Background: an optimization exercise with open tools, aiming at small area. Do not read the settings as production practice. Function was checked by simulation only, so behaviour that the tests miss may differ from the original. Power figures rest on the tool's default switching activity, not on a simulated workload.

==> job 6801 <==
// mc3_engine
module mc3_engine (
    input  wire        clk,
    input  wire        rst,           
    input  wire        start,         
    input  wire [15:0] prog_len,      
    output wire [15:0] prog_addr,
    input  wire [7:0]  prog_rdata,
    output reg         mem_en,
    output reg         mem_we,
    output wire [24:0] mem_addr,
    output wire [23:0] mem_wdata,
    input  wire [23:0] mem_rdata,
    output wire        done,
    output wire [1:0]  fault,
    output wire [15:0] pc,
    output wire [24:0] mem_len
);
export LEC_CHECK = 0
export CAP_MARGIN = 20
export CORE_MARGIN = 2
export CORE_UTILIZATION = 65
export PLACE_DENSITY = 0.85
export SLEW_MARGIN = 20
create_clock -name core_clock -period 8.0 [get_ports {clk}]
standard.sh (not shown) runs the stock make flow with config.mk's settings and CLKGATE_MAP_FILE= SYNTH_SCRIPT=/design/flow/synth_recipe.tcl, a recipe that flattens the netlist after the stock synthesis.
==> flow/flow/run.sh <==
#!/bin/bash
# The standard layout (standard.sh) with three changes:
#  - synthesis maps the logic with an area-oriented ABC script (synth_area.tcl)
#  - port buffers use the smallest buffer cell
#  - the clock tree has no dummy balancing loads, clkbuf_4 leaves
set -euo pipefail
export FLOW_SYNTH_TCL="$PWD/synth_recipe.tcl"
export AREA_ABC_SCRIPT="$PWD/flow/area.abc"
bash standard.sh \
  "SYNTH_SCRIPT=$PWD/flow/synth_area.tcl" \
  "BUFFER_PORTS_ARGS=-buffer_cell sky130_fd_sc_hd__buf_1" \
  "CTS_ARGS=-sink_clustering_enable -repair_clock_nets -dont_use_dummy_load -buf_list sky130_fd_sc_hd__clkbuf_8" \
  finish > flow_standard.log 2>&1
==> flow/flow/area.abc <==
strash
ifraig
scorr
dc2
strash
&get -n
&deepsyn -J 1000
&put
strash
&get -n
&dch -f
&nf -a
&put
mfs2
strash
&get -n
&dch -f
&nf -a
&put
topo
==> flow/flow/synth_area.tcl <==
# The standard synthesis (synth_recipe.tcl), except that the combinational
# logic is mapped with the area-oriented ABC script in area.abc instead of
# ORFS's speed script. Registers are untouched by ABC.
proc abc {args} {
  set out {}
  set skip 0
  foreach a $args {
    if {$skip} { set skip 0; continue }
    if {$a eq "-script"} { set skip 1; continue }
    lappend out $a
  }
  yosys abc -script $::env(AREA_ABC_SCRIPT) {*}$out
}
source $::env(FLOW_SYNTH_TCL)
==> job 2359 (differences from job 6801) <==
--- a/flow/design.v
+++ b/flow/design.v
@@ -11,29 +11,30 @@
     output wire [23:0] mem_wdata,
     input  wire [23:0] mem_rdata,
     output wire        done,
     output wire [1:0]  fault,
     output wire [15:0] pc,
     output wire [24:0] mem_len
 );
     localparam [1:0] OC_LC = 2'd0, OC_LM = 2'd1, OC_ST = 2'd2, OC_SQ = 2'd3;
-    localparam [3:0] S_D0 = 4'b0000, S_D1 = 4'b0001, S_D2 = 4'b0010, S_RST = 4'b0011,
-                     S_F1 = 4'b0100, S_Z = 4'b0101;
+    localparam [1:0] S_IDLE = 2'd0, S_F1 = 2'd1, S_TR = 2'd2, S_EX = 2'd3;
     reg [24:0] q1, q2, q3;
     reg [15:0] pc_r;
     reg [24:0] mlen_r;
-    reg [3:0]  st;
-    wire       f0 = (st == S_Z);    
-    wire [1:0] oc = st[1:0];
+    reg [1:0]  fault_r;
+    reg        done_r;
+    reg        f0;            
+    reg [1:0]  st;
+    reg [1:0]  oc;
     reg [1:0]  ph;
     reg [4:0]  cnt;
     assign mem_addr = q1;
-    assign done     = !st[3] && !st[2] && !(st[1] && st[0]);
-    assign fault    = st[1:0];
+    assign done     = done_r;
+    assign fault    = fault_r;
     assign pc       = pc_r;
     assign mem_len  = mlen_r;
     reg  [3:0] f;
     reg  [16:0] pa;
     reg         pa_ge;
     reg         pa_c;
     integer     i;
     always @(*) begin
@@ -50,42 +51,42 @@
         pa[16] = pa_c;
         pa_ge = 1'b1;
         for (i = 0; i < 16; i = i + 1)
             pa_ge = prog_len[i] ? (pa[i] & pa_ge) : (pa[i] | pa_ge);
         pa_ge = pa_ge | pa[16];
     end
     assign prog_addr = pa[15:0];
     wire mclr = f0 && (cnt[1:0] == 2'd2) && (ph == 2'd1);    
-    wire in_tr = (st[3:2] == 2'b10);
-    wire in_ex = (st[3:2] == 2'b11);
-    wire load = in_ex && (cnt[4:2] == 3'd0) && (cnt[1:0] != 2'd3);
+    wire load = (st == S_EX) && (cnt[4:2] == 3'd0) && (cnt[1:0] != 2'd3);
     always @(*) begin
         f = 4'd0;
-        if (in_tr)
-            case (oc)                         
+        case (st)
+            S_TR: case (oc)                   
                 OC_LC: f = 4'd5;
                 OC_ST: f = 4'd4;
                 default: f = 4'd8;
             endcase
-        else if (in_ex) begin
-            if (load) begin
-                case (ph)
-                    2'd0: f = ((oc == OC_SQ) ? 4'd8 : 4'd5) - {2'd0, cnt[1:0]};
-                    2'd1: f = 4'd8 - {2'd0, cnt[1:0]};
-                    default: f = 4'd2 - {2'd0, cnt[1:0]};
-                endcase
-            end else begin                  
-                case (oc)
-                    OC_LC: f = 4'd6;
-                    OC_ST: f = 4'd5;
-                    default: f = 4'd9;
-                endcase
+            S_EX: begin
+                if (load) begin
+                    case (ph)
+                        2'd0: f = ((oc == OC_SQ) ? 4'd8 : 4'd5) - {2'd0, cnt[1:0]};
+                        2'd1: f = 4'd8 - {2'd0, cnt[1:0]};
+                        default: f = 4'd2 - {2'd0, cnt[1:0]};
+                    endcase
+                end else begin                  
+                    case (oc)
+                        OC_LC: f = 4'd6;
+                        OC_ST: f = 4'd5;
+                        default: f = 4'd9;
+                    endcase
+                end
             end
-        end
+            default: f = 4'd0;
+        endcase
     end
     reg       op_ok;
     reg [1:0] op_c;
     always @(*) begin
         op_ok = 1'b1;
         op_c  = OC_LC;
         case (prog_rdata)
             8'd28: op_c = OC_LC;
@@ -121,16 +122,17 @@
         sq_ge = 1'b1;
         for (j = 0; j < 14; j = j + 1) begin
             sq_diff[j] = sq_rem_sh[j] ^ ~sq_trial[j] ^ sq_ge;
             sq_ge      = (sq_rem_sh[j] & ~sq_trial[j]) | (sq_ge & (sq_rem_sh[j] ^ ~sq_trial[j]));
         end
     end
     wire [11:0] sq_rem_n  = sq_ge ? sq_diff[11:0] : sq_rem_sh[11:0];
     wire [24:0] sq_next   = {q3[24], sq_rem_n, q3[10:0], sq_ge};
+    wire in_ex = (st == S_EX);
     wire k_end = &q1[23:0];       
     wire p0 = (ph == 2'd0), p1 = (ph == 2'd1), p2 = (ph == 2'd2);
     wire c3 = (cnt == 5'd3), c4 = (cnt == 5'd4), c5 = (cnt == 5'd5);
     wire c14 = (cnt == 5'd14), c15 = (cnt == 5'd15), c16 = (cnt == 5'd16);
     reg  acc_d1, acc_d2, acc_d3;
     reg  track, kinc, sqstep, fin, wsel_rd, wmask, hold;
     wire inc = acc_d2 | kinc;
     wire upd = acc_d3;
@@ -211,41 +213,74 @@
             q1 <= sq_next;
         else
             q1 <= q_inc;
         q2 <= q1;
         q3 <= q2;
     end
     always @(posedge clk) begin
         if (rst) begin
-            st <= S_RST;
+            st     <= S_IDLE;
+            done_r <= 1'b0;
+            f0     <= 1'b0;
         end else begin
-            if ((upd && m_gt) || mclr)
-                mlen_r <= q1;
-            if (in_tr) begin
-                ph  <= 2'd0;
-                cnt <= 5'd0;
-                st  <= pa_ge ? S_D2 : {2'b11, oc};
-            end else if (in_ex) begin
-                ph  <= (ph == 2'd2) ? 2'd0 : ph + 2'd1;
-                if (ph == 2'd2 && !hold)
-                    cnt <= cnt + 5'd1;
-                if (fin) begin
-                    pc_r <= pa[15:0];
-                    st   <= pa_ge ? S_D0 : S_F1;
-                end
-            end else if (st == S_Z) begin
-                ph  <= (ph == 2'd2) ? 2'd0 : ph + 2'd1;
-                if (ph == 2'd2)
-                    cnt <= cnt + 5'd1;
-                if (mclr)
-                    st <= pa_ge ? S_D0 : S_F1;
-            end else if (st == S_F1) begin
-                st <= op_ok ? {2'b10, op_c} : S_D1;
-            end else if (start) begin         
-                pc_r <= 16'd0;
-                ph   <= 2'd0;
-                cnt  <= 5'd0;
-                st   <= S_Z;
+            if (start && st == S_IDLE && !f0) begin
+                pc_r    <= 16'd0;
+                ph      <= 2'd0;
+                cnt     <= 5'd0;
+                fault_r <= 2'd0;
+                done_r  <= 1'b0;
+                f0      <= 1'b1;
+            end else begin
+                if ((upd && m_gt) || mclr)
+                    mlen_r <= q1;
+                if (f0) begin
+                    ph  <= (ph == 2'd2) ? 2'd0 : ph + 2'd1;
+                    if (ph == 2'd2)
+                        cnt <= cnt + 5'd1;
+                    if (mclr) begin
+                        f0 <= 1'b0;
+                        if (pa_ge) done_r <= 1'b1;
+                        else       st <= S_F1;
+                    end
+                end else begin
+                    case (st)
+                        S_F1: begin
+                            if (!op_ok) begin
+                                fault_r <= 2'd1;
+                                done_r  <= 1'b1;
+                                st      <= S_IDLE;
+                            end else begin
+                                oc <= op_c;
+                                st <= S_TR;
+                            end
+                        end
+                        S_TR: begin
+                            if (pa_ge) begin
+                                fault_r <= 2'd2;
+                                done_r  <= 1'b1;
+                                st      <= S_IDLE;
+                            end else begin
+                                st  <= S_EX;
+                                ph  <= 2'd0;
+                                cnt <= 5'd0;
+                            end
+                        end
+                        S_EX: begin
+                            ph  <= (ph == 2'd2) ? 2'd0 : ph + 2'd1;
+                            if (ph == 2'd2 && !hold)
+                                cnt <= cnt + 5'd1;
+                            if (fin) begin
+                                pc_r <= pa[15:0];
+                                if (pa_ge) begin
+                                    done_r <= 1'b1;
+                                    st     <= S_IDLE;
+                                end else
+                                    st <= S_F1;
+                            end
+                        end
+                        default: ;
+                    endcase
+                end
             end
         end
     end
 endmodule
- CAP_MARGIN: 20 -> 0
- CORE_UTILIZATION: 65 -> 40
- PLACE_DENSITY: 0.85 -> unset
- SLEW_MARGIN: 20 -> 0
==> job 5190 (differences from job 6801) <==
- CORE_UTILIZATION: 65 -> 40
- PLACE_DENSITY: 0.85 -> unset
==> qor summary <==
quantity                                                         job 5190                 job 6801                 job 2359
Power of the clock network                                         397 uW                   398 uW                   409 uW
Minimum setup slack among reg-to-reg paths                         910 ps                   960 ps                   850 ps
GR met3 Demand/Resource                                             5.36%                    6.09%                    4.32%
Finished Cell Area                                               7340 um2                 7260 um2                 7600 um2
Non-clock buffering overhead in the final layout                    8.84%                    8.84%                    8.45%
Worst setup path startpoint                                        cnt[2]                   cnt[2]                   cnt[0]
Final worst path period need                                      7430 ps                  7530 ps                  7340 ps
Depth of the worst register-to-register path                           23                       25                       26
Run status                                        complete, no violations  complete, no violations  complete, no violations
Die width                                                          129 um                   102 um                   131 um
Compound-gate portion of the synthesized area                       17.0%                    17.0%                    17.6%
Largest fanout on the critical path                                    12                       12                       10
Routed length per placed instance                                 18.8 um                  19.2 um                  18.6 um
Die footprint                                                   16600 um2                10400 um2                17100 um2
Clock network area share                                            3.19%                    3.22%                    3.08%

==> job 1550: inputs <==
==> flow/design.v <==
module mc3_engine (
    input  wire        clk,
    input  wire        rst,           
    input  wire        start,         
    input  wire [15:0] prog_len,      
    output wire [15:0] prog_addr,
    input  wire [7:0]  prog_rdata,
    output reg         mem_en,
    output reg         mem_we,
    output wire [24:0] mem_addr,
    output wire [23:0] mem_wdata,
    input  wire [23:0] mem_rdata,
    output wire        done,
    output wire [1:0]  fault,
    output wire [15:0] pc,
    output wire [24:0] mem_len
);
    localparam [1:0] OC_LC = 2'd0, OC_LM = 2'd1, OC_ST = 2'd2, OC_SQ = 2'd3;
    localparam [1:0] S_IDLE = 2'd0, S_F1 = 2'd1, S_TR = 2'd2, S_EX = 2'd3;
    reg [24:0] q1, q2, q3;
    reg [15:0] pc_r;
    reg [24:0] mlen_r;
    reg [1:0]  fault_r;
    reg        done_r;
    reg        f0;            
    reg [1:0]  st;
    reg [1:0]  oc;
    reg [1:0]  ph;
    reg [4:0]  cnt;
    assign mem_addr = q1;
    assign done     = done_r;
    assign fault    = fault_r;
    assign pc       = pc_r;
    assign mem_len  = mlen_r;
    reg  [3:0] f;
    wire [16:0] pa = {1'b0, pc_r} + {13'd0, f};
    wire        pa_ge = pa >= {1'b0, prog_len};
    assign prog_addr = pa[15:0];
    wire load = (st == S_EX) && (cnt[4:2] == 3'd0) && (cnt[1:0] != 2'd3);
    always @(*) begin
        f = 4'd0;
        case (st)
            S_TR: case (oc)                   
                OC_LC: f = 4'd5;
                OC_ST: f = 4'd4;
                default: f = 4'd8;
            endcase
            S_EX: begin
                if (load) begin
                    case (ph)
                        2'd0: f = ((oc == OC_SQ) ? 4'd8 : 4'd5) - {2'd0, cnt[1:0]};
                        2'd1: f = 4'd8 - {2'd0, cnt[1:0]};
                        default: f = 4'd2 - {2'd0, cnt[1:0]};
                    endcase
                end else begin                  
                    case (oc)
                        OC_LC: f = 4'd6;
                        OC_ST: f = 4'd5;
                        default: f = 4'd9;
                    endcase
                end
            end
            default: f = 4'd0;
        endcase
    end
    reg       op_ok;
    reg [1:0] op_c;
    always @(*) begin
        op_ok = 1'b1;
        op_c  = OC_LC;
        case (prog_rdata)
            8'd28: op_c = OC_LC;
            8'd24: op_c = OC_LM;
            8'd17: op_c = OC_ST;
            8'd19: op_c = OC_SQ;
            default: op_ok = 1'b0;
        endcase
    end
    reg [1:0] sq_bits;
    always @(*) begin
        case (cnt[3:0])
            4'd3:  sq_bits = mem_rdata[23:22];
            4'd4:  sq_bits = mem_rdata[21:20];
            4'd5:  sq_bits = mem_rdata[19:18];
            4'd6:  sq_bits = mem_rdata[17:16];
            4'd7:  sq_bits = mem_rdata[15:14];
            4'd8:  sq_bits = mem_rdata[13:12];
            4'd9:  sq_bits = mem_rdata[11:10];
            4'd10: sq_bits = mem_rdata[9:8];
            4'd11: sq_bits = mem_rdata[7:6];
            4'd12: sq_bits = mem_rdata[5:4];
            4'd13: sq_bits = mem_rdata[3:2];
            default: sq_bits = mem_rdata[1:0];
        endcase
    end
    wire [13:0] sq_rem_sh = {q3[23:12], sq_bits};
    wire [13:0] sq_trial  = {q3[11:0], 2'b01};
    wire [14:0] sq_diff   = {1'b0, sq_rem_sh} - {1'b0, sq_trial};
    wire        sq_ge     = ~sq_diff[14];
    wire [11:0] sq_rem_n  = sq_ge ? sq_diff[11:0] : sq_rem_sh[11:0];
    wire [24:0] sq_next   = {q3[24], sq_rem_n, q3[10:0], sq_ge};
    wire in_ex = (st == S_EX);
    wire k_end = &q1[23:0];       
    reg inc, upd, sqstep, fin, wsel_rd, wmask;
    reg [1:0] ph_n;
    reg [4:0] cnt_n;
    always @(*) begin
        mem_en  = 1'b0;
        mem_we  = 1'b0;
        inc     = 1'b0;
        upd     = 1'b0;
        sqstep  = 1'b0;
        fin     = 1'b0;
        wsel_rd = 1'b0;
        wmask   = 1'b0;
        ph_n    = (ph == 2'd2) ? 2'd0 : ph + 2'd1;
        cnt_n   = (ph == 2'd2) ? cnt + 5'd1 : cnt;
        if (in_ex && !load) begin
            case (oc)
                OC_LC: begin
                    if (cnt == 5'd3 && ph == 2'd1) begin mem_en = 1'b1; mem_we = 1'b1; end
                    if (cnt == 5'd4 && ph == 2'd0) inc = 1'b1;
                    if (cnt == 5'd4 && ph == 2'd1) begin upd = 1'b1; fin = 1'b1; end
                end
                OC_ST: begin
                    if (cnt == 5'd3 && ph == 2'd1) mem_en = 1'b1;
                    if (cnt == 5'd3 && ph == 2'd2) begin
                        mem_en = 1'b1; mem_we = 1'b1; wsel_rd = 1'b1;
                    end
                    if (cnt == 5'd4 && ph != 2'd2) inc = 1'b1;
                    if (cnt == 5'd4 && ph != 2'd0) upd = 1'b1;
                    if (cnt == 5'd4 && ph == 2'd2) fin = 1'b1;
                end
                OC_SQ: begin
                    if (cnt != 5'd15 && cnt != 5'd16) begin
                        if (ph == 2'd1) mem_en = 1'b1;
                        if (ph == 2'd2) sqstep = 1'b1;
                    end else if (cnt == 5'd15) begin
                        if (ph == 2'd0) inc = 1'b1;
                        if (ph == 2'd1) upd = 1'b1;
                        if (ph == 2'd2) begin
                            mem_en = 1'b1; mem_we = 1'b1; wmask = 1'b1;
                        end
                    end else begin
                        if (ph == 2'd1) inc = 1'b1;
                        if (ph == 2'd2) begin upd = 1'b1; fin = 1'b1; end
                    end
                end
                default: begin   
                    case (cnt)
                        5'd3: if (ph == 2'd2 && k_end) fin = 1'b1;
                        5'd4, 5'd5: begin
                            case (ph)
                                2'd0: begin
                                    mem_en = 1'b1;
                                    inc = cnt[0]; upd = cnt[0];
                                end
                                2'd1: begin
                                    mem_en = 1'b1; mem_we = 1'b1; wsel_rd = 1'b1;
                                    inc = 1'b1; upd = cnt[0];
                                end
                                default: begin
                                    inc = 1'b1;
                                    cnt_n = k_end ? 5'd6 : 5'd5;
                                end
                            endcase
                        end
                        default: begin   
                            if (ph == 2'd0) begin inc = 1'b1; upd = 1'b1; end
                            if (ph == 2'd1) begin upd = 1'b1; fin = 1'b1; end
                        end
                    endcase
                end
            endcase
        end
    end
    assign mem_wdata = wsel_rd ? mem_rdata : {q3[23:12] & {12{~wmask}}, q3[11:0]};
    wire       bmask = (ph == 2'd0 && cnt[1:0] == 2'd0) ||
                       (ph == 2'd1 && cnt[1:0] == 2'd0 && oc == OC_ST) ||
                       (ph == 2'd2 && oc == OC_SQ);
    wire       binv  = (ph == 2'd1) && (oc == OC_LM);
    wire [7:0] bval  = bmask ? 8'd0 : (prog_rdata ^ {8{binv}});
    always @(posedge clk) begin
        if (load)
            q1 <= {1'b0, q3[15:0], bval};
        else if (sqstep)
            q1 <= sq_next;
        else
            q1 <= q3 + {24'd0, inc};
        q2 <= q1;
        q3 <= q2;
    end
    always @(posedge clk) begin
        if (rst) begin
            st     <= S_IDLE;
            done_r <= 1'b0;
            f0     <= 1'b0;
        end else begin
            if (start && st == S_IDLE && !f0) begin
                pc_r    <= 16'd0;
                mlen_r  <= 25'd0;
                fault_r <= 2'd0;
                done_r  <= 1'b0;
                f0      <= 1'b1;
            end else begin
                if (upd && (q1 > mlen_r))
                    mlen_r <= q1;
                if (f0) begin
                    f0 <= 1'b0;
                    if (pa_ge) done_r <= 1'b1;
                    else       st <= S_F1;
                end else begin
                    case (st)
                        S_F1: begin
                            if (!op_ok) begin
                                fault_r <= 2'd1;
                                done_r  <= 1'b1;
                                st      <= S_IDLE;
                            end else begin
                                oc <= op_c;
                                st <= S_TR;
                            end
                        end
                        S_TR: begin
                            if (pa_ge) begin
                                fault_r <= 2'd2;
                                done_r  <= 1'b1;
                                st      <= S_IDLE;
                            end else begin
                                st  <= S_EX;
                                ph  <= 2'd0;
                                cnt <= 5'd0;
                            end
                        end
                        S_EX: begin
                            ph  <= ph_n;
                            cnt <= cnt_n;
                            if (fin) begin
                                pc_r <= pa[15:0];
                                st   <= S_IDLE;
                                f0   <= 1'b1;
                            end
                        end
                        default: ;
                    endcase
                end
            end
        end
    end
endmodule
==> flow/run.sh <==
#!/bin/bash
# synth_recipe.tcl (not shown) runs the flow's synth.tcl, then flattens the netlist and writes it again
# the make line also repeats each setting of config.mk as NAME=value (left out here)
make -C /OpenROAD-flow-scripts/flow DESIGN_CONFIG=/design/flow/config.mk WORK_HOME=/design/flow/orfs CLKGATE_MAP_FILE= SYNTH_SCRIPT=/design/flow/synth_recipe.tcl finish
==> flow/config.mk <==
export PLATFORM = sky130hd
export DESIGN_NAME = mc3_engine
export DESIGN_NICKNAME = mc3_engine
export VERILOG_FILES = /design/flow/design.v
export SDC_FILE = /design/flow/constraint.sdc
export NUM_CORES = 4
export LEC_CHECK = 0
export CAP_MARGIN = 20
export CORE_MARGIN = 2
export CORE_UTILIZATION = 40
export SLEW_MARGIN = 20
==> flow/constraint.sdc <==
create_clock -name core_clock -period 8.0 [get_ports {clk}]
set_input_delay 1.6000 -clock core_clock [delete_from_list [all_inputs] [get_ports {clk}]]
set_output_delay 1.6000 -clock core_clock [all_outputs]
set_load 0.01 [all_outputs]
==> job 2343: changes against job 1550 <==
==> flow/design.v, changed modules only <==
module mc3_engine (
    input  wire        clk,
    input  wire        rst,           
    input  wire        start,         
    input  wire [15:0] prog_len,      
    output wire [15:0] prog_addr,
    input  wire [7:0]  prog_rdata,
    output reg         mem_en,
    output reg         mem_we,
    output wire [24:0] mem_addr,
    output wire [23:0] mem_wdata,
    input  wire [23:0] mem_rdata,
    output wire        done,
    output wire [1:0]  fault,
    output wire [15:0] pc,
    output wire [24:0] mem_len
);
    localparam [1:0] OC_LC = 2'd0, OC_LM = 2'd1, OC_ST = 2'd2, OC_SQ = 2'd3;
    localparam [1:0] S_IDLE = 2'd0, S_F1 = 2'd1, S_TR = 2'd2, S_EX = 2'd3;
    reg [24:0] q1, q2, q3;
    reg [15:0] pc_r;
    reg [24:0] mlen_r;
    reg [1:0]  fault_r;
    reg        done_r;
    reg        f0;            
    reg [1:0]  st;
    reg [1:0]  oc;
    reg [1:0]  ph;
    reg [4:0]  cnt;
    assign mem_addr = q1;
    assign done     = done_r;
    assign fault    = fault_r;
    assign pc       = pc_r;
    assign mem_len  = mlen_r;
    reg  [3:0] f;
    reg  [16:0] pa;
    reg         pa_ge;
    reg         pa_c;
    integer     i;
    always @(*) begin
        pa_c = 1'b0;
        for (i = 0; i < 16; i = i + 1) begin
            if (i < 4) begin
                pa[i] = pc_r[i] ^ f[i] ^ pa_c;
                pa_c  = (pc_r[i] & f[i]) | (pa_c & (pc_r[i] ^ f[i]));
            end else begin
                pa[i] = pc_r[i] ^ pa_c;
                pa_c  = pc_r[i] & pa_c;
            end
        end
        pa[16] = pa_c;
        pa_ge = 1'b1;
        for (i = 0; i < 16; i = i + 1)
            pa_ge = prog_len[i] ? (pa[i] & pa_ge) : (pa[i] | pa_ge);
        pa_ge = pa_ge | pa[16];
    end
    assign prog_addr = pa[15:0];
    wire mclr = f0 && (cnt[1:0] == 2'd2) && (ph == 2'd1);    
    wire load = (st == S_EX) && (cnt[4:2] == 3'd0) && (cnt[1:0] != 2'd3);
    always @(*) begin
        f = 4'd0;
        case (st)
            S_TR: case (oc)                   
                OC_LC: f = 4'd5;
                OC_ST: f = 4'd4;
                default: f = 4'd8;
            endcase
            S_EX: begin
                if (load) begin
                    case (ph)
                        2'd0: f = ((oc == OC_SQ) ? 4'd8 : 4'd5) - {2'd0, cnt[1:0]};
                        2'd1: f = 4'd8 - {2'd0, cnt[1:0]};
                        default: f = 4'd2 - {2'd0, cnt[1:0]};
                    endcase
                end else begin                  
                    case (oc)
                        OC_LC: f = 4'd6;
                        OC_ST: f = 4'd5;
                        default: f = 4'd9;
                    endcase
                end
            end
            default: f = 4'd0;
        endcase
    end
    reg       op_ok;
    reg [1:0] op_c;
    always @(*) begin
        op_ok = 1'b1;
        op_c  = OC_LC;
        case (prog_rdata)
            8'd28: op_c = OC_LC;
            8'd24: op_c = OC_LM;
            8'd17: op_c = OC_ST;
            8'd19: op_c = OC_SQ;
            default: op_ok = 1'b0;
        endcase
    end
    reg [1:0] sq_bits;
    always @(*) begin
        case (cnt[3:0])
            4'd3:  sq_bits = mem_rdata[23:22];
            4'd4:  sq_bits = mem_rdata[21:20];
            4'd5:  sq_bits = mem_rdata[19:18];
            4'd6:  sq_bits = mem_rdata[17:16];
            4'd7:  sq_bits = mem_rdata[15:14];
            4'd8:  sq_bits = mem_rdata[13:12];
            4'd9:  sq_bits = mem_rdata[11:10];
            4'd10: sq_bits = mem_rdata[9:8];
            4'd11: sq_bits = mem_rdata[7:6];
            4'd12: sq_bits = mem_rdata[5:4];
            4'd13: sq_bits = mem_rdata[3:2];
            default: sq_bits = mem_rdata[1:0];
        endcase
    end
    wire [13:0] sq_rem_sh = {q3[23:12], sq_bits};
    wire [13:0] sq_trial  = {q3[11:0], 2'b01};
    reg  [13:0] sq_diff;
    reg         sq_ge;
    integer     j;
    always @(*) begin
        sq_ge = 1'b1;
        for (j = 0; j < 14; j = j + 1) begin
            sq_diff[j] = sq_rem_sh[j] ^ ~sq_trial[j] ^ sq_ge;
            sq_ge      = (sq_rem_sh[j] & ~sq_trial[j]) | (sq_ge & (sq_rem_sh[j] ^ ~sq_trial[j]));
        end
    end
    wire [11:0] sq_rem_n  = sq_ge ? sq_diff[11:0] : sq_rem_sh[11:0];
    wire [24:0] sq_next   = {q3[24], sq_rem_n, q3[10:0], sq_ge};
    wire in_ex = (st == S_EX);
    wire k_end = &q1[23:0];       
    reg inc, upd, sqstep, fin, wsel_rd, wmask;
    reg [1:0] ph_n;
    reg [4:0] cnt_n;
    always @(*) begin
        mem_en  = 1'b0;
        mem_we  = 1'b0;
        inc     = 1'b0;
        upd     = 1'b0;
        sqstep  = 1'b0;
        fin     = 1'b0;
        wsel_rd = 1'b0;
        wmask   = 1'b0;
        ph_n    = (ph == 2'd2) ? 2'd0 : ph + 2'd1;
        cnt_n   = (ph == 2'd2) ? cnt + 5'd1 : cnt;
        if (in_ex && !load) begin
            case (oc)
                OC_LC: begin
                    if (cnt == 5'd3 && ph == 2'd1) begin mem_en = 1'b1; mem_we = 1'b1; end
                    if (cnt == 5'd4 && ph == 2'd0) inc = 1'b1;
                    if (cnt == 5'd4 && ph == 2'd1) begin upd = 1'b1; fin = 1'b1; end
                end
                OC_ST: begin
                    if (cnt == 5'd3 && ph == 2'd1) mem_en = 1'b1;
                    if (cnt == 5'd3 && ph == 2'd2) begin
                        mem_en = 1'b1; mem_we = 1'b1; wsel_rd = 1'b1;
                    end
                    if (cnt == 5'd4 && ph != 2'd2) inc = 1'b1;
                    if (cnt == 5'd4 && ph != 2'd0) upd = 1'b1;
                    if (cnt == 5'd4 && ph == 2'd2) fin = 1'b1;
                end
                OC_SQ: begin
                    if (cnt != 5'd15 && cnt != 5'd16) begin
                        if (ph == 2'd1) mem_en = 1'b1;
                        if (ph == 2'd2) sqstep = 1'b1;
                    end else if (cnt == 5'd15) begin
                        if (ph == 2'd0) inc = 1'b1;
                        if (ph == 2'd1) upd = 1'b1;
                        if (ph == 2'd2) begin
                            mem_en = 1'b1; mem_we = 1'b1; wmask = 1'b1;
                        end
                    end else begin
                        if (ph == 2'd1) inc = 1'b1;
                        if (ph == 2'd2) begin upd = 1'b1; fin = 1'b1; end
                    end
                end
                default: begin   
                    case (cnt)
                        5'd3: if (ph == 2'd2 && k_end) fin = 1'b1;
                        5'd4, 5'd5: begin
                            case (ph)
                                2'd0: begin
                                    mem_en = 1'b1;
                                    inc = cnt[0]; upd = cnt[0];
                                end
                                2'd1: begin
                                    mem_en = 1'b1; mem_we = 1'b1; wsel_rd = 1'b1;
                                    inc = 1'b1; upd = cnt[0];
                                end
                                default: begin
                                    inc = 1'b1;
                                    cnt_n = k_end ? 5'd6 : 5'd5;
                                end
                            endcase
                        end
                        default: begin   
                            if (ph == 2'd0) begin inc = 1'b1; upd = 1'b1; end
                            if (ph == 2'd1) begin upd = 1'b1; fin = 1'b1; end
                        end
                    endcase
                end
            endcase
        end
    end
    assign mem_wdata = wsel_rd ? mem_rdata : {q3[23:12] & {12{~wmask}}, q3[11:0]};
    wire       bmask = f0 || (ph == 2'd0 && cnt[1:0] == 2'd0) ||
                       (ph == 2'd1 && cnt[1:0] == 2'd0 && oc == OC_ST) ||
                       (ph == 2'd2 && oc == OC_SQ);
    wire       binv  = (ph == 2'd1) && (oc == OC_LM);
    wire [7:0] bval  = bmask ? 8'd0 : (prog_rdata ^ {8{binv}});
    reg [24:0] q_inc;
    reg        q_c;
    reg        m_gt;
    integer    k;
    always @(*) begin
        q_c = inc;
        for (k = 0; k < 25; k = k + 1) begin
            q_inc[k] = q3[k] ^ q_c;
            q_c      = q3[k] & q_c;
        end
        m_gt = 1'b0;
        for (k = 0; k < 25; k = k + 1)
            m_gt = mlen_r[k] ? (q1[k] & m_gt) : (q1[k] | m_gt);
    end
    always @(posedge clk) begin
        if (load || f0)
            q1 <= {1'b0, q3[15:0], bval};
        else if (sqstep)
            q1 <= sq_next;
        else
            q1 <= q_inc;
        q2 <= q1;
        q3 <= q2;
    end
    always @(posedge clk) begin
        if (rst) begin
            st     <= S_IDLE;
            done_r <= 1'b0;
            f0     <= 1'b0;
        end else begin
            if (start && st == S_IDLE && !f0) begin
                pc_r    <= 16'd0;
                ph      <= 2'd0;
                cnt     <= 5'd0;
                fault_r <= 2'd0;
                done_r  <= 1'b0;
                f0      <= 1'b1;
            end else begin
                if ((upd && m_gt) || mclr)
                    mlen_r <= q1;
                if (f0) begin
                    ph  <= ph_n;
                    cnt <= cnt_n;
                    if (mclr) begin
                        f0 <= 1'b0;
                        if (pa_ge) done_r <= 1'b1;
                        else       st <= S_F1;
                    end
                end else begin
                    case (st)
                        S_F1: begin
                            if (!op_ok) begin
                                fault_r <= 2'd1;
                                done_r  <= 1'b1;
                                st      <= S_IDLE;
                            end else begin
                                oc <= op_c;
                                st <= S_TR;
                            end
                        end
                        S_TR: begin
                            if (pa_ge) begin
                                fault_r <= 2'd2;
                                done_r  <= 1'b1;
                                st      <= S_IDLE;
                            end else begin
                                st  <= S_EX;
                                ph  <= 2'd0;
                                cnt <= 5'd0;
                            end
                        end
                        S_EX: begin
                            ph  <= ph_n;
                            cnt <= cnt_n;
                            if (fin) begin
                                pc_r <= pa[15:0];
                                if (pa_ge) begin
                                    done_r <= 1'b1;
                                    st     <= S_IDLE;
                                end else
                                    st <= S_F1;
                            end
                        end
                        default: ;
                    endcase
                end
            end
        end
    end
endmodule
==> flow/flow/run.sh (new file) <==
#!/bin/bash
set -euo pipefail
bash standard.sh "BUFFER_PORTS_ARGS=-buffer_cell sky130_fd_sc_hd__buf_1" finish > flow_standard.log 2>&1
==> flow/standard.sh (new file) <==
#!/bin/bash
# synth_recipe.tcl (not shown) runs the flow's synth.tcl, then flattens the netlist and writes it again
# the make line also repeats each setting of config.mk as NAME=value (left out here)
make -C /OpenROAD-flow-scripts/flow DESIGN_CONFIG=/design/flow/config.mk WORK_HOME=/design/flow/orfs CLKGATE_MAP_FILE= SYNTH_SCRIPT=/design/flow/synth_recipe.tcl "${@:-finish}"
--- a/flow/config.mk
+++ b/flow/config.mk
@@ -8,4 +8,5 @@
 export CAP_MARGIN = 20
 export CORE_MARGIN = 2
 export CORE_UTILIZATION = 40
+export CTS_BUF_LIST = sky130_fd_sc_hd__clkbuf_8
 export SLEW_MARGIN = 20
removed: flow/run.sh
==> job 4547: changes against job 1550 <==
--- a/flow/config.mk
+++ b/flow/config.mk
@@ -7,5 +7,7 @@
 export LEC_CHECK = 0
 export CAP_MARGIN = 20
 export CORE_MARGIN = 2
-export CORE_UTILIZATION = 40
+export CORE_UTILIZATION = 85
+export CTS_BUF_LIST = sky130_fd_sc_hd__clkbuf_2 sky130_fd_sc_hd__clkbuf_4
+export PLACE_DENSITY = 0.9
 export SLEW_MARGIN = 20
==> impl_results.md <==
* Status: finished clean
* R2r setup slk at a little over 0.8 ns
* Clk. pwr at 560 uW
* Sequential cell power at approximately 780 uW
* Number of global-route vias before repair at 5,889
* Layout Nets at ~1,000
* Clock buf/inv share at 0.0464
[end of results for job 2343]
==> impl_results.md <==
* Fin cells at 1,323
* Seq_cells at 131
* Synthesized cell area at ~8000 um^2
* Final worst-path setup slack at ~0.93 ns
* Sequential cell power at a little over 700 uW
* CLK BUF at 18
* Layout Nets at 1,167
* Status: finished clean
* Clk. pwr at 801 uW
* R2r setup slk at approximately 1.5 ns
[end of results for job 1550]
==> impl_results.md <==
* Status: did not finish
* Halt point of the flow: global placement
* Error Message: [ERROR GPL-0301] Utilization 113.516 % exceeds 100%.
* Warnings from Yosys at 1
* Post-synthesis simple-gate area fraction at 0.178
[end of results for job 4547]

-- re-timing with driven ports --
No port has a modelled driver above. Below, the same layouts with a new extraction and two added sets of constraints.
Step 1 (the two cells are an assumption about what drives the block):
set clk [get_ports {clk}]
set_driving_cell -lib_cell sky130_fd_sc_hd__clkbuf_16 $clk
set_driving_cell -lib_cell sky130_fd_sc_hd__buf_2 [delete_from_list [all_inputs] $clk]
Step 2 also shifts input and output timing later by t, the mid clock arrival at the registers, as if the neighbouring blocks saw the same clock.
Three values: ideal, step 1, step 2; two values: the first two.
| run | t, ns | slack for setup (ns) | hold slack, ns |
|---|---|---|---|
| job 6801 | 0.450 | 0.470 / 0.436 / 0.434 | 0.293 / 0.293 / 0.293 |
| job 2359 | 0.465 | 0.660 / 0.623 / 0.454 | 0.325 / 0.325 / 0.325 |
| job 5190 | 0.468 | 0.566 / 0.529 / 0.459 | 0.312 / 0.312 / 0.312 |
| job 1550 | 0.458 | 0.932 / 0.887 / 1.345 | 0.324 / 0.324 / 0.324 |
| job 2343 | 0.489 | 0.556 / 0.520 / 0.554 | 0.313 / 0.313 / 0.313 |
After both steps setup and hold are still met in every run listed. The setup slack of job 2359, which loses most, moves by -0.037 ns with the drivers and by -0.206 ns with both steps.
